This design comes from an exercise in tuning for small area, a short achievable clock period and few clock cycles on the open sky130 flow, not from production work. Where RTL was checked, it was by simulation tests only, not by an equivalence proof against the original. No functional check of the RTL was part of runs 1 and 3.

## flow/design.v (module list and top-level ports; edited modules follow where they fit)
// module iir_unpack: 34 lines
// module iir_booth: 20 lines
// module iir_booth8: 25 lines
// module iir_padd: 36 lines
// module iir_tz: 13 lines
// module iir_loop: 123 lines
// module iir_stflags: 19 lines
// module iir_mroundg: 54 lines
// module iir_fmulu: 30 lines
// module iir_mulcs: 931 lines
// module iir_mul8_r: 644 lines
// module iir_fcore: 86 lines
// module iir_pack: 30 lines
// module iir_faddu: 23 lines
// module iir_line: 374 lines
module iir_line #(
    parameter WORK_WORDS = 64,
    parameter MAX_CHANNELS = 4
) (
    input  wire        clk,
    input  wire        rst,
    input  wire        start,
    input  wire [6:0]  len,         
    input  wire [2:0]  chans,       
    input  wire [31:0] a0a1,
    input  wire [31:0] a2a3,
    input  wire [31:0] b1b2,
    input  wire [31:0] cprev,
    input  wire [31:0] cnext,
    output wire        idle,
    input  wire        in_valid,
    output wire        in_ready,
    input  wire [31:0] in_data,
    output wire        out_valid,
    input  wire        out_ready,
    output wire [31:0] out_data
);
  // ...
==> flow/flow/run.sh <==
#!/bin/bash
set -o pipefail
bash standard.sh SETUP_SLACK_MARGIN=56 finish 2>&1 | tee make_finish.log
==> flow/standard.sh <==
#!/bin/bash
# synth_recipe.tcl (not shown) runs the flow's synth.tcl, then flattens the netlist and writes it again
# the make line also repeats each setting of config.mk as NAME=value (left out here)
make -C /OpenROAD-flow-scripts/flow DESIGN_CONFIG=/design/flow/config.mk WORK_HOME=/design/flow/orfs CLKGATE_MAP_FILE= SYNTH_SCRIPT=/design/flow/synth_recipe.tcl "${@:-finish}"
==> flow/config.mk <==
export PLATFORM = sky130hd
export DESIGN_NAME = iir_line
export DESIGN_NICKNAME = iir_line
export VERILOG_FILES = /design/flow/design.v
export SDC_FILE = /design/flow/constraint.sdc
export NUM_CORES = 8
export LEC_CHECK = 0
export ABC_AREA = 1
export CAP_MARGIN = 20
export CORE_MARGIN = 2
export CORE_UTILIZATION = 55
export PLACE_DENSITY = 0.75
export SLEW_MARGIN = 20
==> flow/constraint.sdc <==
create_clock -name core_clock -period 72.0 [get_ports {clk}]
set_input_delay 14.4000 -clock core_clock [delete_from_list [all_inputs] [get_ports {clk}]]
set_output_delay 14.4000 -clock core_clock [all_outputs]
set_load 0.01 [all_outputs]
==> impl_metrics.csv, run 1 <==
group,metric,value,unit
detailed_routing,vias_per_cell,6.61,
sta,fin_setup_tns,0,ns
clock_tree,cts_made_buffers,245,
sta,setup_viol,0,
finish,fin_cells,25000,
placement,post-place-ws,54.88,ns
logic_synthesis,synth.most_common_cell,"nand2_1",
min_path,hp-class,"register to register",
logic_synthesis,synth_cell_types,102,
setup_path,critPathKind,"register to output port",
logic_synthesis,syn_area,175000,um^2
finish,multi_input_area,88700,um^2
die,core,318000,um^2
clock_tree,cts_tree,"done",
finish,final_common_cell,"nand2_1",
sta,holdWs,0.389,ns
die,die_w,568,um
logic_synthesis,syn_nets,21900,
grt,grt_max_degree,128,
detailed_routing,ant_nets,0,
clock_tree,clock_path_buffers,4,
logic_synthesis,yosysTopAreaCell,"edfxtp_1",
setup_path,worst_setup_path_end_kind,"output port",
detailed_routing,wirelength,762,mm
detailed_routing,num_vias,166000,
grt,grt_pass1_wl,1070,mm
status,status,"no timing/DRC/antenna violations",
logic_synthesis,synth_fa_ha_area_share,9.33,%
clock_tree,post_cts_buffers,0,
clock_tree,h-tree-depth,4,
logic_synthesis,ys_ff_latch,2555,
die,start_util,55.2,%
==> module iir_padd, before the edit <==
module iir_padd #(parameter W = 24) (
    input  wire [W-1:0] a,
    input  wire [W-1:0] b,
    output wire [W-1:0] s0,
    output wire [W-1:0] s1,
    output wire         c0,
    output wire         c1
);
    localparam L = $clog2(W);
    wire [(L+1)*W-1:0] g;
    wire [(L+1)*W-1:0] p;
    assign g[W-1:0] = a & b;
    assign p[W-1:0] = a ^ b;
    genvar l, i;
    generate
        for (l = 0; l < L; l = l + 1) begin : g_lvl
            for (i = 0; i < W; i = i + 1) begin : g_bit
                if (i >= (1 << l)) begin : g_c
                    assign g[(l+1)*W+i] = g[l*W+i] | (p[l*W+i] & g[l*W+i-(1<<l)]);
                    assign p[(l+1)*W+i] = p[l*W+i] & p[l*W+i-(1<<l)];
                end else begin : g_p
                    assign g[(l+1)*W+i] = g[l*W+i];
                    assign p[(l+1)*W+i] = p[l*W+i];
                end
            end
        end
    endgenerate
    wire [W-1:0] gt = g[L*W +: W];
    wire [W-1:0] pt = p[L*W +: W];
    wire [W:0]   k0 = {gt, 1'b0};
    wire [W:0]   k1 = {gt | pt, 1'b1};
    assign s0 = p[W-1:0] ^ k0[W-1:0];
    assign s1 = p[W-1:0] ^ k1[W-1:0];
    assign c0 = k0[W];
    assign c1 = k1[W];
endmodule
==> run 2, diff against run 1 <==
--- a/flow/design.v
+++ b/flow/design.v
@@ -85,7 +85,7 @@
     output wire         c0,
     output wire         c1
 );
-    localparam L = $clog2(W);
+    localparam L = (W > 32) ? 6 : (W > 16) ? 5 : (W > 8) ? 4 : (W > 4) ? 3 : (W > 2) ? 2 : 1;
     wire [(L+1)*W-1:0] g;
     wire [(L+1)*W-1:0] p;
     assign g[W-1:0] = a & b;
==> impl_metrics.csv, run 2 <==
group,metric,value,unit
logic_synthesis,syn_area,175000,um^2
setup_path,crit_path_top_delay_cell,"edfxtp_1",
clock_tree,cts_tree,"done",
grt,grt_max_degree,128,
clock_tree,h-tree-depth,4,
die,core,318000,um^2
clock_tree,cts_made_buffers,245,
placement,dp_hpwl,535,mm
setup_path,critPathKind,"register to output port",
sta,worstMarginPinSlew,1.42,ns
sta,setup_viol,0,
logic_synthesis,ys_ff_latch,2555,
clock_tree,clock_path_buffers,4,
finish,layout-drive-gt1-share,7.14,%
detailed_routing,num_vias,166000,
logic_synthesis,syn_inst,20600,
die,die-area,323000,um^2
sta,min_period,15.99,ns
sta,max_freq,62.6,MHz
setup_path,startpoint_type,"register",
detailed_routing,wire_per_inst,30.4,um
grt,grt.overflow.total,0,
setup_path,cp_num_buf_inv,1,
logic_synthesis,synth_compound_area_share,14.1,%
sta,rsz0062_at_grt,"false",
logic_synthesis,yosys-top-cells-count,"4,945 x nand2_1, 2,401 x edfxtp_1, 2,248 x inv_1",
die,start_util,55.2,%
clock_tree,ctsHoldBuffers,0,
die,die_height,568,um
min_path,hp-class,"register to register",
clock_tree,cts_root_buf,"clkbuf_16",
finish,final_util,60.6,%
status,status,"no timing/DRC/antenna violations",
logic_synthesis,synth_area_per_cell,8.50,um^2
detailed_routing,drt-initial-drc-count,28900,
detailed_routing,ant_nets,0,
logic_synthesis,synth_xor_area_share,5.06,%
die,placementRows,207,
sta,hold_viol,0,
grt,grt_pass1_wl,1070,mm
setup_path,worst_setup_path_end_kind,"output port",
setup_path,crit_chain,"clkdlybuf4s15_1",
logic_synthesis,syn_nets,21900,
sta,slew-limit-headroom,5.37,%
logic_synthesis,synth_fa_ha_area_share,9.33,%
placement,place_congestion,1.06,
sta,drv_slew,0,
finish,final_common_cell,"nand2_1",
logic_synthesis,synth_edf_count,2401,
die,die_w,568,um
clock_tree,cts.sinks,2555,
finish,final_net_count,21900,
finish,largest_reg_flops,2048,
detailed_routing,drtPass1Iterations,10,
logic_synthesis,ys_warn_count,6,
grt,grt_pass1_vias,152000,
logic_synthesis,synth_top_family_by_area,"simple AND/OR/NAND/NOR gates",
finish,final_cell_mix,"4,928 x nand2_1, 2,401 x edfxtp_1, 2,226 x inv_1",
logic_synthesis,synthTopCellsByArea,"edfxtp_1 41%, nand2_1 11%, fa_1 5.1%",
run,cap_violations,0,
logic_synthesis,synthMuxAreaShare,0.144,%
logic_synthesis,yosys_most_used_dff,"edfxtp_1",
setup_path,crit_required,57.60,ns
die,pin_count,242,
clock_tree,clk_latency,1.01,ns
setup_path,path_max_fanout,1,
finish,largest-register,"work",
logic_synthesis,synth_cell_types,102,
setup_path,slowest_delay,0.41,ns
logic_synthesis,ys_async_sr_fraction,0,%
detailed_routing,vias_per_cell,6.61,
detailed_routing,drc,0,
logic_synthesis,yosysTopAreaCell,"edfxtp_1",
placement,portBuffers,241,
finish,num-fill-cells,27500,
setup_path,ff2ff_setup_slack,56.55,ns
clock_tree,clk_pin_slew,0.07,ns
setup_path,cp_top_family,"flip-flops",
setup_path,timing.critical_path.arrival,1.59,ns
sta,fin_skew,0.170,ns
grt,grt_usage,45.6,%
detailed_routing,wirelength,762,mm
finish,synthToLayoutAreaGrowth,9.82,%
grt,antenna_found_initial,54,
logic_synthesis,seq_area_frac_synth,42.9,%
sta,period_share,22.2,%
logic_synthesis,synth.most_common_cell,"nand2_1",
sta,fin_setup_tns,0,ns
logic_synthesis,yosys.area.top_type_share,41.2,%
logic_synthesis,yosys.area_share.simple,20.9,%
## run 2: cell counts after synthesis
Identical to the previous run, type by type.
## run 2: path summary, 6_finish.rpt
kind | startpoint | end | depth (start not counted)
setup / recovery | o_data[3] | out_data[3] | 1
hold / removal | x_addr[0] | s2_addr[0] | 0
setup reg to reg | x_r[3] | st0[11] | 69
hold reg to reg | x_addr[0] | s2_addr[0] | 0
## run 2: timing repair
item | 4_1_cts | 5_1_grt
gates resized for setup | 93 | 155
pin swaps | 2 | 7
setup buffers | 0 | 52
cloned | 2 | 11
setup endpoints to repair | 2092 | 2216
hold endpoints to repair | 0 | 0
## run 2: area by class of cell
| type | count | area [um^2] | share of cell area (%) |
|---|---|---|---|
| multi-input combinational | 14700 | 88700 | 46.1 |
| sequential | 2555 | 75200 | 39.1 |
| inverter | 2401 | 9130 | 4.74 |
| clock buffer | 294 | 6400 | 3.32 |
| timing repair buffer | 709 | 6100 | 3.17 |
| tap | 4180 | 5230 | 2.72 |
| clock inverter | 148 | 1470 | 0.766 |
| antenna | 43 | 108 | 0.0559 |
| timing repair inverter | 8 | 52.6 | 0.0273 |
## run 2: cells by family after synthesis
kind of cell / after synthesis
and+or+nand+nor: 8636
adders and majority gates: 1042
AOI/OAI and AO/OA: 3992
muxes: 25
buffers and inverters: 3356
xor gates and xnor gates: 1000
DFF: 2555
## run 2: through the flow
| step | hold slack (ns) | instances | setup WS (ns) | cell area, um^2 |
|---|---|---|---|---|
| after floorplan | 0.400 | 20600 | 56.06 | 175000 |
| after global placement | 0.407 | 24500 | 54.88 | 183000 |
| after detailed placement | 0.405 | 24500 | 54.88 | 183000 |
| after CTS | 0.393 | 24900 | 55.95 | 191000 |
| after global routing | 0.408 | 25000 | 55.95 | 192000 |
| final | 0.389 | 25000 | 56.01 | 192000 |
## run 2: per-layer routing
| metal | global-route usage (%) | up-vias | part of all wire, % |
|---|---|---|---|
| met5 | 0.833 | - | 0.077 |
| met4 | 28.0 | 30 | 7.9 |
| met3 | 14.9 | 3080 | 15 |
| met2 | 65.9 | 13400 | 41 |
| met1 | 59.2 | 78200 | 36 |
| li1 | - | 70800 | - |
Testbench counts of run 2, summed over its fixed seeds: cycles 16,008.
==> run 3, diff against run 2 <==
--- a/flow/design.v
+++ b/flow/design.v
@@ -85,7 +85,7 @@
     output wire         c0,
     output wire         c1
 );
-    localparam L = (W > 32) ? 6 : (W > 16) ? 5 : (W > 8) ? 4 : (W > 4) ? 3 : (W > 2) ? 2 : 1;
+    localparam L = $clog2(W);
     wire [(L+1)*W-1:0] g;
     wire [(L+1)*W-1:0] p;
     assign g[W-1:0] = a & b;
==> flow/flow/run.sh (replaced) <==
#!/bin/bash
set -o pipefail
bash standard.sh SETUP_SLACK_MARGIN=56 "BUFFER_PORTS_ARGS=-buffer_cell sky130_fd_sc_hd__buf_2" finish 2>&1 | tee make_finish.log
==> impl_metrics.csv, run 3 <==
group,metric,value,unit
detailed_routing,dr.max_layer_used,"met5",
grt,grt.overflow.total,0,
sta,fin_skew,0.169,ns
sta,setup_viol,0,
setup_path,path_max_fanout,1,
setup_path,worst_setup_path_end_kind,"output port",
sta,min_period,15.95,ns
placement,placed_area,182000,um^2
clock_tree,cts_tree,"done",
clock_tree,ctsHoldBuffers,0,
placement,dp_hpwl,538,mm
setup_path,critPathKind,"register to output port",
finish,final_common_cell,"nand2_1",
setup_path,crit_chain,"buf_2",
placement,portBuffers,241,
logic_synthesis,syn_inst,20600,
finish,final_cell_mix,"4,932 x nand2_1, 2,401 x edfxtp_1, 2,230 x inv_1",
finish,final_net_count,21800,
detailed_routing,wirelength_met1,275,mm
finish,area.sequential,75200,um^2
sta,setup_ws,56.05,ns
detailed_routing,ant_nets,0,
setup_path,cp_num_buf_inv,1,
finish,largest-register,"work",
logic_synthesis,synth_cell_types,102,
sta,period_share,22.1,%
finish,largest_reg_flops,2048,
detailed_routing,dr_wl_met3,112,mm
finish,synthToLayoutAreaGrowth,9.10,%
sta,hold_viol,0,
detailed_routing,wirelength,761,mm
die,pin_count,242,
logic_synthesis,yosys_most_used_dff,"edfxtp_1",
logic_synthesis,yosysTopAreaCell,"edfxtp_1",
min_path,hp-class,"register to register",
status,status,"no timing/DRC/antenna violations",
logic_synthesis,ys_async_sr_fraction,0,%
logic_synthesis,syn_area,175000,um^2
die,placementRows,207,
logic_synthesis,syn_nets,21900,
detailed_routing,drt-initial-drc-count,27500,
die,core,318000,um^2
grt,grt_usage,45.6,%
die,die_height,568,um
finish,fin_area,191000,um^2
finish,layout-drive-gt1-share,8.19,%
die,die-area,323000,um^2
clock_tree,clk_pin_slew,0.07,ns
die,start_util,55.2,%
clock_tree,clock_path_buffers,4,
run,cap_violations,0,
detailed_routing,wire_per_inst,30.4,um
sta,rsz0062_at_grt,"false",
sta,slew-limit-headroom,11.0,%
logic_synthesis,yosys-top-cells-count,"4,945 x nand2_1, 2,401 x edfxtp_1, 2,248 x inv_1",
detailed_routing,drc,0,
sta,drv_slew,0,
sta,fin_setup_tns,0,ns
setup_path,crit_path_top_delay_cell,"edfxtp_1",
clock_tree,cts_made_buffers,240,
logic_synthesis,ys_warn_count,6,
detailed_routing,num_vias,165000,
logic_synthesis,synthTopCellsByArea,"edfxtp_1 41%, nand2_1 11%, fa_1 5.1%",
grt,antenna_found_initial,47,
finish,num-fill-cells,27500,
logic_synthesis,synth_edf_count,2401,
logic_synthesis,synth.most_common_cell,"nand2_1",
detailed_routing,drtPass1Iterations,9,
logic_synthesis,synth_area_per_cell,8.50,um^2
logic_synthesis,ys_ff_latch,2555,
setup_path,slowest_delay,0.46,ns
clock_tree,h-tree-depth,4,
logic_synthesis,seq_area_frac_synth,42.9,%
setup_path,timing.critical_path.arrival,1.55,ns
clock_tree,cts_root_buf,"clkbuf_16",
setup_path,startpoint_type,"register",
placement,post-place-ws,55.39,ns
die,die_w,568,um
clock_tree,cts.sinks,2555,
detailed_routing,vias_per_cell,6.58,
grt,grt_max_degree,129,
sta,worstMarginPinSlew,1.33,ns
clock_tree,clk_latency,0.98,ns
finish,multi_input_area,88600,um^2
setup_path,crit_required,57.60,ns
sta,max_freq,62.7,MHz
grt,grt_pass1_wl,1070,mm
grt,grt_pass1_vias,152000,
placement,place_congestion,1.05,
setup_path,cp_top_family,"flip-flops",
detailed_routing,routed-wl-met2,314,mm
logic_synthesis,yosys.area.top_type_share,41.2,%
-- run 3: worst paths after layout --
check	start	to	slack, ns	cells after the start
min reg2reg	x_addr[5]	s2_addr[5]	0.41	0
max reg2reg	x_r[0]	st0[8]	56.35	73
min	x_addr[5]	s2_addr[5]	0.41	0
max	o_data[12]	out_data[12]	56.05	1
-- run 3: stage by stage --
step                      hold slack [ns]  util [%]  std cells
after floorplan                     0.400         -      20600
after global placement              0.402      57.4      24500
after detailed placement            0.405      57.4      24500
after CTS                           0.423      59.9      24900
after global routing                0.423      60.2      25000
final                               0.414      60.2      25000
-- run 3: final cells by class --
class                   instances  area share [%]
clock inverters               149           0.838
clock buffers                 291            3.29
flip-flops and latches       2555            39.3
multi-input cells           14700            46.4
well taps                    4180            2.74
diodes                         49          0.0641
repair inverters                5          0.0170
inverters                    2401            4.76
repair buffers                702            2.59
-- run 3: repair_timing --
action                                  4_1_cts  5_1_grt
pin swaps                                     0        6
endpoints found under the hold margin         0        0
gates resized for setup                      19      126
gates cloned                                  0        7
setup buffers                                 0       32
endpoints found under the setup margin     2079     2219
-- run 3: logic make-up after synthesis --
kind of cell / after synthesis / synth area share, %
AO/OA/AOI/OAI: 3992 / 14.1
XOR/XNOR: 1000 / 5.06
adder cells (fa/ha/maj): 1042 / 9.33
buffers and inverters: 3356 / 7.50
flip-flops: 2555 / 42.9
multiplexers: 25 / 0.144
AND/OR/NAND/NOR: 8636 / 20.9
-- run 3: routing by layer --
metal  up-vias  GRT usage, %
met3      2925          14.3
met4        20          28.2
li1      70800             -
met1     77900          59.5
met5         -             0
met2     13200          66.1
==> module iir_line, before the edit <==
module iir_line #(
    parameter WORK_WORDS = 64,
    parameter MAX_CHANNELS = 4
) (
    input  wire        clk,
    input  wire        rst,
    input  wire        start,
    input  wire [6:0]  len,         
    input  wire [2:0]  chans,       
    input  wire [31:0] a0a1,
    input  wire [31:0] a2a3,
    input  wire [31:0] b1b2,
    input  wire [31:0] cprev,
    input  wire [31:0] cnext,
    output wire        idle,
    input  wire        in_valid,
    output wire        in_ready,
    input  wire [31:0] in_data,
    output wire        out_valid,
    input  wire        out_ready,
    output wire [31:0] out_data
);
    reg [6:0]  len_r;
    reg [2:0]  chans_r;
    reg [31:0] k_r;
    always @(posedge clk) begin
        len_r   <= len;
        chans_r <= chans;
        k_r     <= b1b2;
    end
    wire [7:0]  kf      = k_r[30:23];
    wire        kn_sub  = (kf == 8'd0) & (k_r[22:0] != 23'd0);
    wire        kn_nan  = (kf == 8'hFF) & (k_r[22:0] != 23'd0);
    wire        kn_inf  = (kf == 8'hFF) & (k_r[22:0] == 23'd0);
    wire        kn_zero = (kf == 8'd0) & (k_r[22:0] == 23'd0);
    wire        kn_s    = k_r[31];
    wire [9:0]  kn_e    = {2'b00, kf};
    wire [23:0] kn_m    = {kf != 8'd0, k_r[22:0]};
    wire [4:0]  kn_tz;
    iir_tz u_ktz (.m(kn_m), .r(1'b0), .tz(kn_tz));
    reg  [23:0] km_r;
    reg  [25:0] k3_r;
    reg        busy, idle_r, in_ready_r, rdy_n, ov_n;
    reg        in_pass, in_done;
    reg [6:0]  pc;
    reg [2:0]  ch;
    reg [5:0]  addr;
    reg [31:0] x_r;
    reg        x_new, x_pend, x_pass, x_first, x_last;
    reg [1:0]  x_ch;
    reg [5:0]  x_addr;
    reg [31:0] acoef;
    reg        xa_nan, xa_inf, xa_zero, xa_s;
    reg [9:0]  xa_e;
    reg [24:0] xa_m;
    reg        s2_v, s2_seed, s2_pass, s2_last;
    reg [1:0]  s2_ch;
    reg [5:0]  s2_addr;
    reg        s3_v, s3_pass, s3_last;
    reg [1:0]  s3_ch;
    reg [5:0]  s3_addr;
    reg        fu_nan, fu_inf, fu_zero, fu_s;
    reg [9:0]  fu_e;
    reg [23:0] fu_m;
    reg [31:0] o_data, sk_data;
    reg        o_v, o_last, sk_v, sk_last;
    reg [31:0] work [0:WORK_WORDS-1];
    reg [37:0] st0, st1, st2, st3;
    reg        slow1, slow2;      
    assign idle      = idle_r;
    assign in_ready  = in_ready_r;
    assign out_valid = o_v;
    assign out_data  = o_data;
    wire stall    = sk_v;
    wire acc_now  = in_valid & ~rdy_n;
    wire in_first = (pc == 7'd0);
    wire last_ch  = (ch == chans_r - 3'd1);
    wire last_pix = (pc == len_r - 7'd1);
    wire last_word = in_pass & last_ch & last_pix;
    wire op_seed  = x_new & x_first;
    wire op_step  = (x_new & ~x_first) | x_pend;
    wire        a_s, a_nan, a_inf, a_zero, a_r;
    wire [9:0]  a_e;
    wire [23:0] a_m;
    wire [4:0]  a_tz;
    iir_stflags u_af (.st(st0), .s(a_s), .nan(a_nan), .inf(a_inf), .zero(a_zero),
                      .e(a_e), .m(a_m), .r(a_r));
    iir_tz u_atz (.m(a_m), .r(a_r), .tz(a_tz));
    wire        xu_nan, xu_inf, xu_zero, xu_s, cu_nan, cu_inf, cu_zero, cu_s;
    wire [9:0]  xu_e, cu_e;
    wire [23:0] xu_m, cu_m;
    wire [4:0]  xu_tz, cu_tz;
    iir_unpack u_xunp (.w(x_r), .nan(xu_nan), .inf(xu_inf), .zero(xu_zero),
                       .s(xu_s), .e(xu_e), .m(xu_m));
    iir_unpack u_cunp (.w(slow1 ? k_r : acoef), .nan(cu_nan), .inf(cu_inf), .zero(cu_zero),
                       .s(cu_s), .e(cu_e), .m(cu_m));
    iir_tz u_xtz (.m(xu_m), .r(1'b0), .tz(xu_tz));
    iir_tz u_ctz (.m(cu_m), .r(1'b0), .tz(cu_tz));
    wire        xa_nan_w, xa_inf_w, xa_zero_w, xa_s_w;
    wire [9:0]  xa_e_w;
    wire [24:0] xa_m_w;
    iir_fmulu u_mula (
        .a_nan (slow1 ? a_nan  : xu_nan),  .a_inf(slow1 ? a_inf : xu_inf),
        .a_zero(slow1 ? a_zero : xu_zero), .a_s  (slow1 ? a_s   : xu_s),
        .a_e   (slow1 ? a_e    : xu_e),    .a_m  (slow1 ? a_m   : xu_m),
        .a_r   (slow1 & a_r),              .a_tz (slow1 ? a_tz  : xu_tz),
        .c_nan (cu_nan), .c_inf(cu_inf), .c_zero(cu_zero), .c_s(cu_s),
        .c_e   (cu_e),   .c_m  (cu_m),   .c_tz  (cu_tz),
        .nan(xa_nan_w), .inf(xa_inf_w), .zero(xa_zero_w), .s(xa_s_w), .e(xa_e_w), .m(xa_m_w));
    wire        k_nan  = ~slow2 & kn_nan;
    wire        k_inf  = ~slow2 & kn_inf;
    wire        k_zero = ~slow2 & kn_zero;
    wire        k_s    = ~slow2 & kn_s;
    wire [9:0]  k_e    = slow2 ? 10'd127 : kn_e;
    wire [23:0] k_m    = km_r;
    wire [25:0] k_m3   = k3_r;
    wire [4:0]  k_tz   = slow2 ? 5'd23 : kn_tz;
    wire [9:0]  e0     = a_e + k_e - 10'd127;
    wire [5:0]  tzp    = {1'b0, a_tz} + {1'b0, k_tz};
    wire        p_nan  = ~s2_seed & (a_nan | k_nan | (a_inf & k_zero) | (a_zero & k_inf));
    wire        p_inf  = ~s2_seed & ~p_nan & (a_inf | k_inf);
    wire        p_zero = s2_seed | (~p_nan & ~p_inf & (a_zero | k_zero));
    wire        p_s    = ~s2_seed & (a_s ^ k_s);
    wire [8:0]  b_s1, b_s2, b_s3, b_s4, b_neg;
    iir_booth8 u_bob (.b(a_m), .cin(a_r), .s1(b_s1), .s2(b_s2), .s3(b_s3), .s4(b_s4), .neg(b_neg));
    wire [47:0] b_ps, b_pc;
    iir_mul8_r u_mub (.a(k_m), .a3(k_m3), .s1(b_s1), .s2(b_s2), .s3(b_s3), .s4(b_s4), .neg(b_neg),
                      .ps(b_ps), .pc(b_pc));
    wire        n_s, n_nan, n_inf, n_r;
    wire [9:0]  n_e;
    wire [23:0] n_m;
    iir_loop u_rec (
        .ps(b_ps), .pc(b_pc), .e0(e0), .tzp(tzp),
        .p_s(p_s), .p_nan(p_nan), .p_inf(p_inf), .p_zero(p_zero),
        .x_s(xa_s), .x_nan(xa_nan), .x_inf(xa_inf), .x_zero(xa_zero), .x_e(xa_e), .x_m(xa_m),
        .n_s(n_s), .n_nan(n_nan), .n_inf(n_inf), .n_e(n_e), .n_m(n_m), .n_r(n_r));
    wire [37:0] n_st = {n_s, n_nan, n_inf, n_r, n_e, n_m};
    wire [37:0] q_st = {xa_s_w, xa_nan_w, xa_inf_w, 1'b0, xa_m_w[24] ? xa_e_w + 10'd1 : xa_e_w,
                        xa_m_w[24] ? 24'h800000 : xa_m_w[23:0]};
    wire        st0_n  = ~slow1 & (s2_seed | c_one);
    wire        st0_r  = ~slow1 & ~(s2_seed | c_one);
    wire [37:0] st0_d  = ({38{st0_n}} & n_st) | ({38{st0_r}} & st1) | ({38{slow1}} & q_st);
    wire        s2_done = ~stall & ~slow1;
    wire        seed_nx  = s2_done ? op_seed : s2_seed;
    wire        slow2_nx = stall ? slow2 : slow1;
    always @(posedge clk) begin
        km_r <= seed_nx ? 24'd0 : slow2_nx ? 24'h800000 : kn_m;
        k3_r <= seed_nx ? 26'd0 : slow2_nx ? 26'h1800000 : {2'b00, kn_m} + {1'b0, kn_m, 1'b0};
    end
    wire        c_one  = (chans_r == 3'd1);
    wire        b1_s, b1_nan, b1_inf, b1_zero, b1_r;
    wire [9:0]  b1_e;
    wire [23:0] b1_m;
    iir_stflags u_bf (.st(st1), .s(b1_s), .nan(b1_nan), .inf(b1_inf), .zero(b1_zero),
                      .e(b1_e), .m(b1_m), .r(b1_r));
    wire [10:0] kb     = {kn_e[9], kn_e} - 11'd127;
    wire        k_fin  = ~kn_nan & ~kn_inf & ~kn_zero;
    wire [9:0]  ex_lo  = (xa_zero | xa_nan | xa_inf) ? e0 :
                         (p_zero | p_nan | p_inf) ? xa_e :
                         ($signed(xa_e) > $signed(e0)) ? xa_e : e0;
    wire        nres_fin = ~(xa_zero & p_zero) & ~xa_nan & ~xa_inf & ~p_nan & ~p_inf;
    wire        tiny_n = nres_fin & ($signed({ex_lo[9], ex_lo} - 11'd25 + kb) < 11'sd1);
    wire        tiny_1 = ~b1_nan & ~b1_inf & ~b1_zero & ($signed({b1_e[9], b1_e} + kb) < 11'sd1);
    wire        tiny_0 = ~a_nan & ~a_inf & ~a_zero & ($signed({a_e[9], a_e} + kb) < 11'sd1);
    wire        tiny_next = kn_sub ? 1'b1 : ~k_fin ? 1'b0 :
                            (s2_v & (s2_seed | c_one)) ? tiny_n :
                            s2_v ? tiny_1 : tiny_0;
    wire        slow1_n = ~slow1 & op_step & tiny_next;
    wire [37:0] st_last = (chans_r == 3'd1) ? st0 : (chans_r == 3'd2) ? st1 :
                          (chans_r == 3'd3) ? st2 : st3;
    wire        b_nan, b_inf, b_zero, b_s, b_r;
    wire [9:0]  b_e;
    wire [23:0] b_m;
    iir_stflags u_sf (.st(st_last), .s(b_s), .nan(b_nan), .inf(b_inf), .zero(b_zero),
                      .e(b_e), .m(b_m), .r(b_r));
    wire        fw_nan, fw_inf, fw_zero, fw_s;
    wire [9:0]  fw_e;
    wire [23:0] fw_m;
    wire [63:0] rd_oh = 64'd1 << s2_addr;
    reg  [31:0] rd_w;
    integer k;
    always @* begin
        rd_w = 32'd0;
        for (k = 0; k < WORK_WORDS; k = k + 1)
            rd_w = rd_w | (work[k] & {32{rd_oh[k]}});
    end
    iir_unpack u_funp (.w(rd_w), .nan(fw_nan), .inf(fw_inf), .zero(fw_zero),
                       .s(fw_s), .e(fw_e), .m(fw_m));
    wire [23:0] bm0, bm1;
    wire        bmc0, bmc1;
    iir_padd #(24) u_bm (.a(b_m), .b(24'd0), .s0(bm0), .s1(bm1), .c0(bmc0), .c1(bmc1));
    wire [24:0] b_m25 = b_r ? {bmc1, bm1} : {1'b0, bm0};
    wire        y_nan, y_inf, y_zero, y_s, y_r;
    wire [9:0]  y_e;
    wire [23:0] y_m;
    iir_faddu u_sum (
        .xnan(fu_nan), .xinf(fu_inf), .xzero(fu_zero), .xs(fu_s), .xe(fu_e), .xm({1'b0, fu_m}),
        .ynan(b_nan), .yinf(b_inf), .yzero(b_zero), .ys0(b_s),
        .ye(b_zero ? 10'h200 : b_e), .ym(b_zero ? 25'd0 : b_m25),
        .sub(1'b0),
        .nan(y_nan), .inf(y_inf), .zero(y_zero), .s(y_s), .e(y_e), .m(y_m), .r(y_r));
    wire [31:0] y_w, b_w;
    iir_pack u_pack (
        .nan (s3_pass ? y_nan  : b_nan),  .inf(s3_pass ? y_inf : b_inf),
        .zero(s3_pass ? y_zero : b_zero), .s  (s3_pass ? y_s   : b_s),
        .e   (s3_pass ? y_e    : b_e),    .m  (s3_pass ? y_m   : b_m),
        .r   (s3_pass ? y_r    : b_r),    .w  (y_w));
    assign b_w = y_w;
    wire y_v    = ~stall & s3_v & s3_pass;
    wire o_free = ov_n | out_ready;
    wire s1hold = stall | slow1;
    wire rdy_a  = busy & ~in_done & ~(stall ? slow1 : slow1_n) & ~(s1hold & op_seed);
    wire rdy_b  = ~rdy_n & (last_word | (in_first & ~s1hold));
    wire rdy_c  = (sk_v | y_v) & ~ov_n;
    wire rdy_nx = busy ? (rdy_a & ~(in_valid & rdy_b) & ~(~out_ready & rdy_c)) : start;
    reg busy_n, done_n, sk_v_n, seed_n, o_v_n;
    always @* begin
        busy_n = busy;
        if (!busy && start) busy_n = 1'b1;
        if (!ov_n && out_ready && o_last) busy_n = 1'b0;
        done_n = in_done;
        if (!busy && start) done_n = 1'b0;
        else if (acc_now && last_word) done_n = 1'b1;
        o_v_n = ~ov_n & ~out_ready;
        if (sk_v) begin
            if (o_free) o_v_n = 1'b1;
        end else if (y_v && o_free) begin
            o_v_n = 1'b1;
        end
        sk_v_n = sk_v;
        if (sk_v) begin
            if (o_free) sk_v_n = 1'b0;
        end else if (y_v && !o_free) sk_v_n = 1'b1;
        seed_n = (stall | slow1) ? op_seed : (acc_now & in_first);
    end
    always @(posedge clk) begin
        if (rst) begin
            busy       <= 1'b0;
            idle_r     <= 1'b1;
            in_ready_r <= 1'b0;
            rdy_n      <= 1'b1;
            ov_n       <= 1'b1;
            x_new      <= 1'b0;
            x_pend     <= 1'b0;
            s2_v       <= 1'b0;
            s3_v       <= 1'b0;
            slow1      <= 1'b0;
            slow2      <= 1'b0;
            o_v        <= 1'b0;
            sk_v       <= 1'b0;
        end else begin
            busy       <= busy_n;
            idle_r     <= ~busy_n;
            in_ready_r <= rdy_nx;
            rdy_n      <= ~rdy_nx;
            o_v        <= o_v_n;
            ov_n       <= ~o_v_n;
            sk_v       <= sk_v_n;
            if (!stall) begin
                slow1 <= slow1_n;
                slow2 <= slow1;
                s3_v  <= ~slow1 & s2_v & ~s2_seed;
                if (!slow1) begin
                    x_new  <= acc_now;
                    x_pend <= op_seed;
                    s2_v   <= op_seed | op_step;
                end
            end
        end
    end
    reg        pass_t;
    reg [6:0]  pc_t;
    reg [2:0]  ch_t;
    reg [5:0]  addr_t;
    always @* begin
        pass_t = in_pass;
        pc_t   = pc;
        ch_t   = ch + 3'd1;
        addr_t = addr + 6'd1;
        if (last_ch) begin
            ch_t = 3'd0;
            pc_t = pc + 7'd1;
            if (!in_pass) begin
                if (last_pix) begin
                    pass_t = 1'b1;
                    pc_t   = 7'd0;
                    addr_t = addr + 6'd1 - {3'd0, chans_r};
                end
            end else begin
                addr_t = addr + 6'd1 - {2'd0, chans_r, 1'b0};
            end
        end
    end
    always @(posedge clk) begin
        if (rst) begin
            in_pass <= 1'b0;
            pc      <= 7'd0;
            ch      <= 3'd0;
            addr    <= 6'd0;
        end else if (acc_now) begin
            in_pass <= pass_t & ~last_word;
            pc      <= last_word ? 7'd0 : pc_t;
            ch      <= last_word ? 3'd0 : ch_t;
            addr    <= last_word ? 6'd0 : addr_t;
        end
        if (!rst) in_done <= done_n;
    end
    always @(posedge clk) begin
        if (!rdy_n) begin
            x_r     <= in_data;
            x_pass  <= in_pass;
            x_first <= in_first;
            x_last  <= in_pass & last_ch & last_pix;
            x_ch    <= ch[1:0];
            x_addr  <= addr;
        end
        if (stall || slow1)
            acoef <= op_seed ? (x_pass ? cnext : cprev) : (x_pass ? a2a3 : a0a1);
        else if (op_seed)
            acoef <= x_pass ? a2a3 : a0a1;
        else if (in_first)
            acoef <= in_pass ? cnext : cprev;
        else
            acoef <= in_pass ? a2a3 : a0a1;
        if (s2_done) begin
            xa_nan  <= xa_nan_w;
            xa_inf  <= xa_inf_w;
            xa_zero <= xa_zero_w;
            xa_s    <= xa_s_w;
            xa_e    <= xa_e_w;
            xa_m    <= xa_m_w;
            s2_seed <= op_seed;
            s2_pass <= x_pass;
            s2_last <= x_last;
            s2_ch   <= x_ch;
            s2_addr <= x_addr;
            if (s2_v) begin
                st0 <= st0_d;
                if (!s2_seed) begin
                    st1 <= (chans_r == 3'd2) ? n_st : st2;
                    st2 <= (chans_r == 3'd3) ? n_st : st3;
                    st3 <= n_st;
                end
            end
            fu_nan  <= fw_nan;
            fu_inf  <= fw_inf;
            fu_zero <= fw_zero;
            fu_s    <= fw_s;
            fu_e    <= fw_e;
            fu_m    <= fw_m;
            s3_pass <= s2_pass;
            s3_last <= s2_last;
            s3_addr <= s2_addr;
        end else if (!stall) begin
            st0 <= st0_d;               
        end
        if (!stall && s3_v && !s3_pass)
            work[s3_addr] <= b_w;
        if (sk_v) begin
            if (o_free) begin
                o_data <= sk_data;
                o_last <= sk_last;
            end
        end else if (y_v) begin
            if (o_free) begin
                o_data <= y_w;
                o_last <= s3_last;
            end else begin
                sk_data <= y_w;
                sk_last <= s3_last;
            end
        end
    end
endmodule
==> run 4, diff against run 3 <==
--- a/flow/design.v
+++ b/flow/design.v
@@ -85,7 +85,7 @@
     output wire         c0,
     output wire         c1
 );
-    localparam L = $clog2(W);
+    localparam L = (W > 32) ? 6 : (W > 16) ? 5 : (W > 8) ? 4 : (W > 4) ? 3 : (W > 2) ? 2 : 1;
     wire [(L+1)*W-1:0] g;
     wire [(L+1)*W-1:0] p;
     assign g[W-1:0] = a & b;
@@ -2276,6 +2276,9 @@
     assign b_w = y_w;
     wire y_v    = ~stall & s3_v & s3_pass;
     wire o_free = ov_n | out_ready;
+    wire ld_sk  = sk_v & o_free;
+    wire ld_y   = ~sk_v & y_v & o_free;
+    wire o_hold = ~(ld_sk | ld_y);
     wire s1hold = stall | slow1;
     wire rdy_a  = busy & ~in_done & ~(stall ? slow1 : slow1_n) & ~(s1hold & op_seed);
     wire rdy_b  = ~rdy_n & (last_word | (in_first & ~s1hold));
@@ -2424,19 +2427,12 @@
         end
         if (!stall && s3_v && !s3_pass)
             work[s3_addr] <= b_w;
-        if (sk_v) begin
-            if (o_free) begin
-                o_data <= sk_data;
-                o_last <= sk_last;
-            end
-        end else if (y_v) begin
-            if (o_free) begin
-                o_data <= y_w;
-                o_last <= s3_last;
-            end else begin
-                sk_data <= y_w;
-                sk_last <= s3_last;
-            end
+        if (!sk_v && y_v) begin
+            sk_data <= y_w;
+            sk_last <= s3_last;
         end
+        o_data <= ({32{ld_sk}} & sk_data) | ({32{ld_y}} & y_w) | ({32{o_hold}} & o_data);
+        if (ld_sk) o_last <= sk_last;
+        else if (ld_y) o_last <= s3_last;
     end
 endmodule
==> flow/run.sh (new file) <==
#!/bin/bash
# synth_recipe.tcl (not shown) runs the flow's synth.tcl, then flattens the netlist and writes it again
# the make line also repeats each setting of config.mk as NAME=value (left out here)
make -C /OpenROAD-flow-scripts/flow DESIGN_CONFIG=/design/flow/config.mk WORK_HOME=/design/flow/orfs CLKGATE_MAP_FILE= SYNTH_SCRIPT=/design/flow/synth_recipe.tcl finish
removed: flow/flow/run.sh
removed: flow/standard.sh
==> impl_metrics.csv, run 4 <==
group,metric,value,unit
detailed_routing,wirelength,760,mm
logic_synthesis,ys_ff_latch,2555,
logic_synthesis,synthMuxAreaShare,0.159,%
finish,final_common_cell,"nand2_1",
placement,post-place-ws,54.43,ns
sta,fin_skew,0.159,ns
logic_synthesis,synth_area_per_cell,8.57,um^2
finish,largest_reg_flops,2048,
setup_path,crit_required,72.72,ns
grt,antenna_found_initial,44,
finish,synthToLayoutAreaGrowth,9.56,%
logic_synthesis,synth_cell_types,100,
finish,fin_cells,24700,
die,start_util,55.3,%
detailed_routing,ant_nets,0,
sta,period_share,25.1,%
setup_path,worst_setup_path_end_kind,"register",
clock_tree,cts_root_buf,"clkbuf_16",
die,die-area,321000,um^2
sta,worstMarginPinSlew,1.41,ns
logic_synthesis,synth.most_common_cell,"nand2_1",
sta,rsz0062_at_grt,"false",
logic_synthesis,synth_edf_count,2369,
detailed_routing,num_vias,163000,
grt,grt_max_degree,82,
logic_synthesis,yosys_most_used_dff,"edfxtp_1",
sta,drv_slew,0,
setup_path,slowest_delay,0.67,ns
die,pin_count,242,
setup_path,crit_path_frequent_cell,"nand2_1",
die,die_height,566,um
clock_tree,clock_path_buffers,4,
logic_synthesis,syn_nets,21600,
sta,setup_viol,0,
logic_synthesis,seq_area_frac_synth,43.0,%
grt,grt_usage,45.8,%
logic_synthesis,yosysTopAreaCell,"edfxtp_1",
sta,max_freq,55.4,MHz
clock_tree,cts_tree,"done",
clock_tree,ctsHoldBuffers,0,
logic_synthesis,yosys-top-cells-count,"4,872 x nand2_1, 2,369 x edfxtp_1, 2,222 x inv_1",
logic_synthesis,yosys.area_share.simple,20.3,%
finish,layout-drive-gt1-share,6.84,%
logic_synthesis,synth_xor_area_share,5.17,%
detailed_routing,drt-initial-drc-count,28000,
finish,num-fill-cells,27200,
logic_synthesis,synthTopCellsByArea,"edfxtp_1 41%, nand2_1 11%, fa_1 5.1%",
detailed_routing,drc,0,
clock_tree,cts_made_buffers,245,
clock_tree,clk_pin_slew,0.06,ns
finish,largest-register,"work",
detailed_routing,wire_per_inst,30.8,um
logic_synthesis,ys_warn_count,6,
setup_path,crit_path_top_delay_cell,"nor2_1",
setup_path,startpoint_type,"register",
grt,grt_pass1_vias,150000,
grt,grt.overflow.total,0,
logic_synthesis,synth_fa_ha_area_share,9.39,%
logic_synthesis,synth_compound_area_share,14.6,%
logic_synthesis,syn_inst,20300,
status,status,"no timing/DRC/antenna violations",
placement,dp_hpwl,536,mm
placement,dp_cells,24200,
placement,place_congestion,1.09,
sta,hold_viol,0,
finish,final_net_count,21600,
logic_synthesis,synth_top_family_by_area,"simple AND/OR/NAND/NOR gates",
clock_tree,ctsResizeCount,0,
clock_tree,h-tree-depth,4,
placement,portBuffers,241,
die,core,315000,um^2
min_path,hp-class,"register to register",
finish,multi_input_area,87700,um^2
setup_path,critPathKind,"register to register",
die,placementRows,206,
run,cap_violations,0,
sta,setup_ws,53.96,ns
clock_tree,clk_latency,0.98,ns
sta,slew-limit-headroom,5.98,%
clock_tree,cts.sinks,2555,
clock_tree,post_cts_buffers,0,
logic_synthesis,ys_async_sr_fraction,0,%
grt,grt_pass1_wl,1070,mm
die,die_w,566,um
sta,fin_setup_tns,0,ns
logic_synthesis,syn_area,174000,um^2
logic_synthesis,yosys.area.top_type_share,40.9,%
setup_path,path_max_fanout,44,
finish,final_cell_mix,"4,858 x nand2_1, 2,369 x edfxtp_1, 2,216 x inv_1",
detailed_routing,drtPass1Iterations,10,
detailed_routing,vias_per_cell,6.59,
setup_path,timing.critical_path.arrival,18.76,ns
sta,min_period,18.04,ns
finish,area.sequential,74900,um^2
run 4: changes by cell type after synthesis, sizes merged, moves of 35 or more:
cell,delta
nor2,-85
nand2,-62
nand3,-201
o21ai,+39
inv,-46
a22o,+54
a221oi,-35
run 4: cells by family (layout without fill, tap and decap cells):
group                      Yosys count  count (layout)
buffers and inverters             3272            3475
muxes                               27              27
and+or+nand+nor                   8323            8323
xor gates and xnor gates          1021            1021
other                                0              35
DFF                               2555            2555
AOI/OAI and AO/OA                 4066            4066
adders and majority gates         1041            1041
run 4: stage by stage:
step	area, um^2	hold WS (ns)	utilization [%]
after global placement	182000	0.404	57.9
final	191000	0.423	60.6
after floorplan	174000	0.400	-
after detailed placement	182000	0.405	57.9
after CTS	190000	0.417	60.5
after global routing	190000	0.432	60.5
run 4: layout make-up:
| cell class | instances | area share, % |
|---|---|---|
| clock buffer | 292 | 3.35 |
| antenna | 35 | 0.0460 |
| inverter | 2332 | 4.60 |
| clock inverter | 159 | 0.923 |
| timing repair buffer | 692 | 3.07 |
| multi-input combinational | 14500 | 46.0 |
| tap | 4160 | 2.73 |
| sequential | 2555 | 39.3 |
run 4: final timing paths:
path	start	to	slack, ns	depth (start not counted)
worst max-delay path	st0[5]	st0[32]	53.96	83
worst min-delay path	x_addr[2]	s2_addr[2]	0.42	0
worst max register to register	st0[5]	st0[32]	53.96	83
worst min register to register	x_addr[2]	s2_addr[2]	0.42	0
run 4: routing by layer:
metal  vias up  GRT usage [%]  wire length [um]
met5         -          0.416               502
met4        29           27.4             58000
met3      3021           16.0            114000
met2     13200           66.2            313000
met1     76700           59.0            274000
li1      69800              -                 -
run 4: critical path, delay by kind of cell, from the launching register on:
| family | cells | cell delay [ns] |
|---|---|---|
| simple gates | 36 | 4.90 |
| fa+ha+maj | 9 | 3.70 |
| xor+xnor | 4 | 0.92 |
| compound gates | 19 | 4.20 |
| buf+inv | 15 | 3.55 |
| flops | 1 | 0.62 |
Testbench counts of run 4, summed over its fixed seeds: cycles 16,008.
==> run 5, diff against run 4 <==
==> flow/flow/run.sh (new file) <==
#!/bin/bash
set -o pipefail
bash standard.sh SETUP_SLACK_MARGIN=56 "BUFFER_PORTS_ARGS=-buffer_cell sky130_fd_sc_hd__buf_2" finish 2>&1 | tee make_finish.log
==> flow/standard.sh (new file) <==
#!/bin/bash
# synth_recipe.tcl (not shown) runs the flow's synth.tcl, then flattens the netlist and writes it again
# the make line also repeats each setting of config.mk as NAME=value (left out here)
make -C /OpenROAD-flow-scripts/flow DESIGN_CONFIG=/design/flow/config.mk WORK_HOME=/design/flow/orfs CLKGATE_MAP_FILE= SYNTH_SCRIPT=/design/flow/synth_recipe.tcl "${@:-finish}"
removed: flow/run.sh
==> impl_metrics.csv, run 5 <==
group,metric,value,unit
sta,fin_setup_tns,0,ns
setup_path,cp_top_family,"flip-flops",
detailed_routing,num_vias,165000,
finish,fin_area,190000,um^2
logic_synthesis,synth_cell_types,100,
finish,fin_cells,24800,
setup_path,timing.critical_path.arrival,1.53,ns
grt,grt_max_degree,127,
logic_synthesis,ys_warn_count,6,
finish,multi_input_area,88000,um^2
sta,max_freq,62.8,MHz
die,placementRows,206,
detailed_routing,drc,0,
finish,area.sequential,74900,um^2
clock_tree,clock_path_buffers,4,
setup_path,worst_setup_path_end_kind,"output port",
logic_synthesis,ys_ff_latch,2555,
clock_tree,cts.sinks,2555,
logic_synthesis,yosysTopAreaCell,"edfxtp_1",
logic_synthesis,synth.most_common_cell,"nand2_1",
grt,grt_pass1_wl,1090,mm
grt,grt_usage,46.8,%
placement,place_congestion,1.07,
grt,grt.overflow.total,0,
placement,placed_area,181000,um^2
finish,layout-drive-gt1-share,8.64,%
clock_tree,cts_tree,"done",
sta,hold_viol,0,
logic_synthesis,synthTopCellsByArea,"edfxtp_1 41%, nand2_1 11%, fa_1 5.1%",
logic_synthesis,yosys-top-cells-count,"4,872 x nand2_1, 2,369 x edfxtp_1, 2,222 x inv_1",
grt,antenna_found_initial,57,
sta,period_share,22.1,%
clock_tree,clk_latency,1.00,ns
grt,grt_pass1_vias,152000,
logic_synthesis,yosys_most_used_dff,"edfxtp_1",
setup_path,crit_chain,"buf_2",
finish,num-fill-cells,27200,
sta,rsz0062_at_grt,"true",
setup_path,critPathKind,"register to output port",
logic_synthesis,seq_area_frac_synth,43.0,%
logic_synthesis,syn_inst,20300,
logic_synthesis,synth_area_per_cell,8.57,um^2
setup_path,crit_path_top_delay_cell,"dfxtp_1",
detailed_routing,drt-initial-drc-count,28600,
die,pin_count,242,
logic_synthesis,synth_edf_count,2369,
sta,fin_skew,0.177,ns
clock_tree,cts_made_buffers,243,
placement,dp_hpwl,547,mm
clock_tree,clk_pin_slew,0.06,ns
detailed_routing,drtPass1Iterations,13,
die,die_height,566,um
status,status,"no timing/DRC/antenna violations",
clock_tree,ctsHoldBuffers,0,
clock_tree,h-tree-depth,4,
finish,largest-register,"work",
sta,holdWs,0.436,ns
setup_path,cp_num_buf_inv,1,
logic_synthesis,ys_async_sr_fraction,0,%
setup_path,startpoint_type,"register",
logic_synthesis,syn_area,174000,um^2
run,cap_violations,0,
sta,setup_viol,0,
sta,slew-limit-headroom,11.4,%
die,die_w,566,um
sta,worstMarginPinSlew,1.32,ns
die,core,315000,um^2
detailed_routing,vias_per_cell,6.65,
detailed_routing,wire_per_inst,31.3,um
setup_path,path_max_fanout,1,
finish,synthToLayoutAreaGrowth,9.39,%
sta,drv_slew,0,
finish,final_cell_mix,"4,851 x nand2_1, 2,369 x edfxtp_1, 2,206 x inv_1",
detailed_routing,wirelength,777,mm
logic_synthesis,syn_nets,21600,
setup_path,slowest_delay,0.47,ns
die,die-area,321000,um^2
clock_tree,cts_root_buf,"clkbuf_16",
placement,dp_cells,24200,
finish,final_net_count,21600,
finish,largest_reg_flops,2048,
sta,min_period,15.93,ns
logic_synthesis,yosys.area.top_type_share,40.9,%
die,start_util,55.3,%
detailed_routing,ant_nets,0,
setup_path,crit_required,57.60,ns
min_path,hp-class,"register to register",
finish,final_common_cell,"nand2_1",
placement,portBuffers,241,
## run 5: final cells by class
type                    count  share of cell area (%)
multi-input cells       14500                    46.2
flip-flops and latches   2555                    39.3
inverters                2332                    4.64
clock buffers             293                    3.32
repair buffers            765                    2.81
well taps                4160                    2.74
clock inverters           145                   0.800
diodes                     66                  0.0868
repair inverters            5                  0.0197
## run 5: timing repair
item | CTS | global route
endpoints found under the setup margin | 1726 | 2198
pin swaps | 2 | 7
setup buffers | 11 | 40
gates resized for setup | 32 | 120
cloned | 5 | 5
hold endpoints to repair | 0 | 0
## run 5: cells by family (layout without fill, tap and decap cells)
logic type               after synthesis  count (layout)  synth area share (%)
buffers and inverters               3272            3540                  7.41
XOR/XNOR                            1021            1021                  5.17
other                                  0              66                     0
flip-flops                          2555            2555                  43.0
multiplexers                          27              27                 0.159
AND/OR/NAND/NOR                     8323            8326                  20.3
AO/OA/AOI/OAI                       4066            4067                  14.6
adder cells (fa/ha/maj)             1041            1041                  9.39
## run 5: path summary, 6_finish.rpt
check / from / to / slack (ns) / depth (start not counted)
worst max-delay path: in_ready_r / in_ready / 56.07 / 1
worst min-delay path: x_addr[1] / s2_addr[1] / 0.44 / 0
worst max register to register: slow1 / st0[19] / 56.54 / 67
worst min register to register: x_addr[1] / s2_addr[1] / 0.44 / 0
## run 5: metal layers
layer	routed length (um)	track usage, %	up-vias
met3	116000	16.4	3433
met2	317000	67.2	13600
met1	280000	60.1	77800
met5	547	0.729	-
met4	63100	29.5	46
li1	-	-	70000
## run 5: through the flow
step           worst slack (ns)  utilization (%)
2_1_floorplan             56.27                -
3_3_place_gp              54.24             57.6
3_5_place_dp              54.16             57.6
4_1_cts                   55.92             60.1
5_1_grt                   55.81             60.4
6_report                  56.07             60.5
==> run 6, diff against run 5 <==
--- a/flow/config.mk
+++ b/flow/config.mk
@@ -9,5 +9,7 @@
 export CAP_MARGIN = 20
 export CORE_MARGIN = 2
 export CORE_UTILIZATION = 55
+export CTS_CLUSTER_DIAMETER = 55
+export CTS_CLUSTER_SIZE = 22
 export PLACE_DENSITY = 0.75
 export SLEW_MARGIN = 20
==> impl_metrics.csv, run 6 <==
group,metric,value,unit
finish,layout-drive-gt1-share,8.23,%
grt,grt_usage,46.5,%
setup_path,startpoint_type,"register",
logic_synthesis,yosys.area.top_type_share,40.9,%
setup_path,cp_top_family,"flip-flops",
setup_path,path_max_fanout,1,
logic_synthesis,synth_area_per_cell,8.57,um^2
clock_tree,cts_root_buf,"clkbuf_16",
sta,drv_slew,0,
detailed_routing,wire_per_inst,31.3,um
status,status,"no timing/DRC/antenna violations",
setup_path,crit_required,57.60,ns
finish,largest-register,"work",
die,die_height,566,um
die,die-area,321000,um^2
logic_synthesis,synth_edf_count,2369,
logic_synthesis,synthTopCellsByArea,"edfxtp_1 41%, nand2_1 11%, fa_1 5.1%",
finish,largest_reg_flops,2048,
sta,hold_viol,0,
placement,place_congestion,1.07,
finish,final_common_cell,"nand2_1",
clock_tree,cts.sinks,2555,
sta,fin_setup_tns,0,ns
logic_synthesis,syn_inst,20300,
sta,period_share,22.1,%
detailed_routing,drc,0,
clock_tree,clk_latency,0.95,ns
run,cap_violations,0,
logic_synthesis,synth.most_common_cell,"nand2_1",
detailed_routing,vias_per_cell,6.64,
detailed_routing,drt-initial-drc-count,27700,
die,die_w,566,um
die,start_util,55.3,%
setup_path,critPathKind,"register to output port",
sta,setup_viol,0,
logic_synthesis,synth_cell_types,100,
clock_tree,clk_pin_slew,0.08,ns
min_path,hp-start,"x_addr[1]",
logic_synthesis,yosys_most_used_dff,"edfxtp_1",
logic_synthesis,yosysTopAreaCell,"edfxtp_1",
die,pin_count,242,
setup_path,cp_num_buf_inv,1,
placement,portBuffers,241,
setup_path,crit_chain,"buf_2",
setup_path,ff2ff_setup_slack,56.51,ns
die,placementRows,206,
logic_synthesis,ys_async_sr_fraction,0,%
min_path,hp-class,"register to register",
finish,final_cell_mix,"4,852 x nand2_1, 2,369 x edfxtp_1, 2,206 x inv_1",
logic_synthesis,yosys-top-cells-count,"4,872 x nand2_1, 2,369 x edfxtp_1, 2,222 x inv_1",
sta,max_freq,62.9,MHz
clock_tree,ctsHoldBuffers,0,
sta,worstMarginPinSlew,1.27,ns
setup_path,timing.critical_path.arrival,1.49,ns
setup_path,slowest_delay,0.45,ns
clock_tree,cts_made_buffers,172,
grt,antenna_found_initial,63,
die,core,315000,um^2
finish,synthToLayoutAreaGrowth,7.91,%
finish,final_util,59.6,%
finish,num-fill-cells,27500,
placement,dp_hpwl,547,mm
clock_tree,h-tree-depth,4,
logic_synthesis,ys_warn_count,6,
logic_synthesis,ys_ff_latch,2555,
setup_path,startpoint,"in_ready_r",
finish,area.sequential,74900,um^2
finish,multi_input_area,88000,um^2
detailed_routing,num_vias,163000,
sta,rsz0062_at_grt,"true",
detailed_routing,wirelength,770,mm
detailed_routing,ant_nets,0,
grt,grt_max_degree,127,
setup_path,worst_setup_path_end_kind,"output port",
setup_path,r2r_start,"x_r[1]",
grt,grt.overflow.total,0,
grt,grt_pass1_wl,1080,mm
logic_synthesis,seq_area_frac_synth,43.0,%
finish,final_net_count,21600,
clock_tree,clock_path_buffers,4,
setup_path,crit_path_top_delay_cell,"dfxtp_1",
logic_synthesis,syn_area,174000,um^2
logic_synthesis,syn_nets,21600,
sta,slew-limit-headroom,14.8,%
sta,fin_skew,0.138,ns
grt,grt_pass1_vias,151000,
sta,min_period,15.89,ns
clock_tree,cts_tree,"done",
detailed_routing,drtPass1Iterations,25,
run 6: cell counts after synthesis:
Identical to the previous run, type by type.
run 6: kinds of logic (layout without fill, tap and decap cells):
family	Yosys count	count (layout)	synth area share (%)
buffers and inverters	3272	3367	7.41
and+or+nand+nor	8323	8326	20.3
AOI/OAI and AO/OA	4066	4067	14.6
DFF	2555	2555	43.0
adders and majority gates	1041	1041	9.39
other	0	41	0
muxes	27	27	0.159
xor gates and xnor gates	1021	1021	5.17
run 6: layout make-up:
class	instances	share of cell area (%)
timing repair buffer	770	2.90
multi-input combinational	14500	46.9
sequential	2555	39.9
clock inverter	74	0.455
timing repair inverter	5	0.0200
inverter	2332	4.71
clock buffer	186	2.32
tap	4160	2.77
antenna	41	0.0547
run 6: timing repair:
| item | in CTS | in global routing |
|---|---|---|
| setup buffers | 16 | 38 |
| setup endpoints to repair | 1729 | 2174 |
| pin swaps | 2 | 8 |
| gates cloned | 6 | 4 |
| resized for setup | 34 | 121 |
run 6: path summary, 6_finish.rpt:
kind                                    to  cells past startpoint
worst max-delay path              in_ready                      1
worst min-delay path            s2_addr[1]                      0
worst max register to register      st0[8]                     73
worst min register to register  s2_addr[1]                      0
run 6: routing by layer:
metal | track usage (%) | up-vias | share of wire [%]
met3 | 15.9 | 3287 | 15
met4 | 28.3 | 44 | 8.0
li1 | - | 69700 | -
met1 | 60.0 | 77100 | 36
met5 | 0.565 | - | 0.066
met2 | 67.2 | 13300 | 41
run 6: per-stage QoR:
stage / cell area [um^2] / worst slack [ns] / cells / hold slack [ns]
finish: 188000 / 56.11 / 24600 / 0.436
CTS: 187000 / 55.99 / 24500 / 0.432
detailed placement: 181000 / 54.16 / 24200 / 0.410
floorplan: 174000 / 56.27 / 20300 / 0.400
global route: 188000 / 55.88 / 24600 / 0.443
global placement: 181000 / 54.24 / 24200 / 0.403
==> run 7, diff against run 6 <==
--- a/flow/config.mk
+++ b/flow/config.mk
@@ -9,7 +9,7 @@
 export CAP_MARGIN = 20
 export CORE_MARGIN = 2
 export CORE_UTILIZATION = 55
-export CTS_CLUSTER_DIAMETER = 55
-export CTS_CLUSTER_SIZE = 22
+export CTS_CLUSTER_DIAMETER = 60
+export CTS_CLUSTER_SIZE = 25
 export PLACE_DENSITY = 0.75
 export SLEW_MARGIN = 20
==> impl_metrics.csv, run 7 <==
group,metric,value,unit
die,die_height,566,um
detailed_routing,wire_per_inst,31.4,um
sta,max_freq,62.9,MHz
setup_path,path_max_fanout,1,
grt,grt_usage,46.5,%
logic_synthesis,synthTopCellsByArea,"edfxtp_1 41%, nand2_1 11%, fa_1 5.1%",
setup_path,r2r_cells,72,
finish,final_cell_mix,"4,851 x nand2_1, 2,369 x edfxtp_1, 2,206 x inv_1",
logic_synthesis,synth_area_per_cell,8.57,um^2
detailed_routing,drtPass1Iterations,17,
sta,drv_slew,0,
grt,grt_max_degree,127,
logic_synthesis,synthMuxAreaShare,0.159,%
clock_tree,clock_path_buffers,4,
status,status,"no timing/DRC/antenna violations",
die,placementRows,206,
detailed_routing,vias_per_cell,6.66,
finish,largest_reg_flops,2048,
detailed_routing,ant_nets,0,
placement,place_congestion,1.07,
clock_tree,cts_root_buf,"clkbuf_16",
grt,grt_pass1_wl,1080,mm
setup_path,cp_num_buf_inv,1,
setup_path,ff2ff_setup_slack,56.51,ns
sta,fin_setup_tns,0,ns
finish,final_net_count,21500,
logic_synthesis,synth_cell_types,100,
grt,antenna_found_initial,68,
setup_path,crit_chain,"buf_2",
logic_synthesis,ys_warn_count,6,
logic_synthesis,yosys.area.top_type_share,40.9,%
logic_synthesis,syn_area,174000,um^2
clock_tree,cts.sinks,2555,
clock_tree,clk_latency,0.93,ns
setup_path,worst_setup_path_end_kind,"output port",
finish,final_common_cell,"nand2_1",
clock_tree,cts_tree,"done",
setup_path,startpoint_type,"register",
logic_synthesis,syn_nets,21600,
min_path,min_to,"s2_addr[1]",
setup_path,crit_required,57.60,ns
logic_synthesis,synth_edf_count,2369,
sta,setup_viol,0,
detailed_routing,drt-initial-drc-count,28200,
finish,synthToLayoutAreaGrowth,7.62,%
logic_synthesis,synth_fa_ha_area_share,9.39,%
logic_synthesis,yosys-top-cells-count,"4,872 x nand2_1, 2,369 x edfxtp_1, 2,222 x inv_1",
setup_path,timing.critical_path.arrival,1.50,ns
run,cap_violations,0,
setup_path,slowest_delay,0.45,ns
die,start_util,55.3,%
logic_synthesis,ys_async_sr_fraction,0,%
sta,rsz0062_at_grt,"true",
placement,dp_hpwl,547,mm
min_path,min_path_cells,0,
die,die_w,566,um
sta,slew-limit-headroom,13.9,%
sta,worstMarginPinSlew,1.28,ns
sta,hold_viol,0,
logic_synthesis,ys_ff_latch,2555,
sta,min_period,15.90,ns
logic_synthesis,syn_inst,20300,
grt,grt.overflow.total,0,
detailed_routing,wirelength,773,mm
logic_synthesis,synth_compound_area_share,14.6,%
clock_tree,h-tree-depth,4,
die,pin_count,242,
min_path,hp-start,"x_addr[1]",
logic_synthesis,synth_xor_area_share,5.17,%
clock_tree,clk_pin_slew,0.09,ns
finish,largest-register,"work",
setup_path,r2r_start,"x_r[2]",
setup_path,crit_path_top_delay_cell,"dfxtp_1",
logic_synthesis,seq_area_frac_synth,43.0,%
die,core,315000,um^2
clock_tree,cts_made_buffers,150,
logic_synthesis,yosys_most_used_dff,"edfxtp_1",
logic_synthesis,yosys.area_share.simple,20.3,%
setup_path,cp_top_family,"flip-flops",
sta,fin_skew,0.110,ns
logic_synthesis,synth.most_common_cell,"nand2_1",
detailed_routing,num_vias,164000,
sta,holdWs,0.440,ns
logic_synthesis,synth_top_family_by_area,"simple AND/OR/NAND/NOR gates",
die,die-area,321000,um^2
setup_path,critPathKind,"register to output port",
logic_synthesis,yosysTopAreaCell,"edfxtp_1",
min_path,hp-class,"register to register",
detailed_routing,drc,0,
placement,portBuffers,241,
finish,num-fill-cells,27600,
finish,layout-drive-gt1-share,8.10,%
grt,grt_pass1_vias,150000,
setup_path,reg2reg_to,"st0[8]",
sta,period_share,22.1,%
## run 7: changes by cell type in the layout (fill, tap and decap cells not counted), sizes merged
cell / before / now
inv: 2322 / 2307
buf: 768 / 770
bufinv: 3 / 6
diode: 41 / 57
clkbuf: 188 / 160
clkinv: 60 / 58
clkinvlp: 26 / 24
and2: 24 / 25
## run 7: worst max-delay path by stage
stage                            end  cells after the start  startpoint
after floorplan           o_data[22]                      5   out_ready
after detailed placement     st0[33]                     95      st0[5]
after global placement       st0[33]                     95     st0[11]
after CTS                    st0[33]                     90     st0[11]
after global routing         st0[33]                     90      st0[5]
final                       in_ready                      1  in_ready_r
## run 7: what timing repair did
action,in CTS,in global routing
buffers inserted,16,40
endpoints found under the setup margin,1731,2181
gates cloned,6,5
resized for setup,35,130
hold buffers,0,0
pin swaps,2,9
## run 7: layout make-up
type,instances,area (um^2),share of cell area (%)
clock buffer,159,3840,2.05
inverter,2332,8840,4.73
timing repair inverter,5,37.5,0.0201
timing repair buffer,771,5440,2.90
sequential,2555,74900,40.0
tap,4160,5200,2.78
antenna,57,143,0.0762
clock inverter,58,793,0.424
multi-input combinational,14500,88000,47.0
## run 7: kinds of logic after synthesis
family | count (synthesis)
and+or+nand+nor | 8323
AOI/OAI and AO/OA | 4066
buffers and inverters | 3272
DFF | 2555
adders and majority gates | 1041
xor gates and xnor gates | 1021
muxes | 27
## run 7: per-layer routing
metal,share of wire [%],track usage (%)
met5,0.038,0.357
met4,8.0,28.8
met3,15,16.4
met2,41,66.9
met1,36,59.8
## run 7: stage by stage
stage / utilization [%] / instance area [um^2] / setup slack (ns) / cells
CTS: 59.1 / 186000 / 55.96 / 24500
global route: 59.4 / 187000 / 55.88 / 24500
detailed placement: 57.6 / 181000 / 54.16 / 24200
finish: 59.5 / 187000 / 56.10 / 24600
floorplan: - / 174000 / 56.27 / 20300
global placement: 57.6 / 181000 / 54.24 / 24200

-- re-timing with driven ports --
The results above use ideal ports. As a check the final layouts listed here were re-extracted and re-timed, cells and wires unchanged. Step 1 assumes that a clkbuf_16 drives the clock port and a buf_2 every other input. Step 2 times the ports against the registers' clock, not the clock port: input delays grow and output delays shrink by t, the midpoint of the rising clock arrivals with the driver on. a / b / c = ideal ports / drivers / drivers and shift; a / b = the first two.
| run | t (ns) | slack for setup (ns) | clock arrival spread, ns | slew at the worst register clock pin (ns) | cell pins on the clock port's net |
|---|---|---|---|---|---|
| run 1 | 1.032 | 56.014 / 55.903 / 55.382 | 0.176 / 0.176 | 0.07 / 0.07 | 1 |
| run 2 | 1.032 | 56.014 / 55.903 / 55.382 | 0.176 / 0.176 | 0.07 / 0.07 | 1 |
| run 3 | 0.998 | 56.052 / 55.944 / 55.804 | 0.175 / 0.175 | 0.08 / 0.08 | 1 |
| run 4 | 1.010 | 53.960 / 53.960 / 53.960 | 0.170 / 0.169 | 0.08 / 0.08 | 1 |
| run 5 | 1.030 | 56.074 / 55.950 / 55.526 | 0.194 / 0.194 | 0.09 / 0.09 | 1 |
| run 6 | 0.988 | 56.110 / 55.998 / 55.587 | 0.145 / 0.145 | 0.09 / 0.09 | 1 |
| run 7 | 0.991 | 56.102 / 55.983 / 55.601 | 0.123 / 0.124 | 0.10 / 0.10 | 1 |
After both steps every run listed still meets setup and hold.
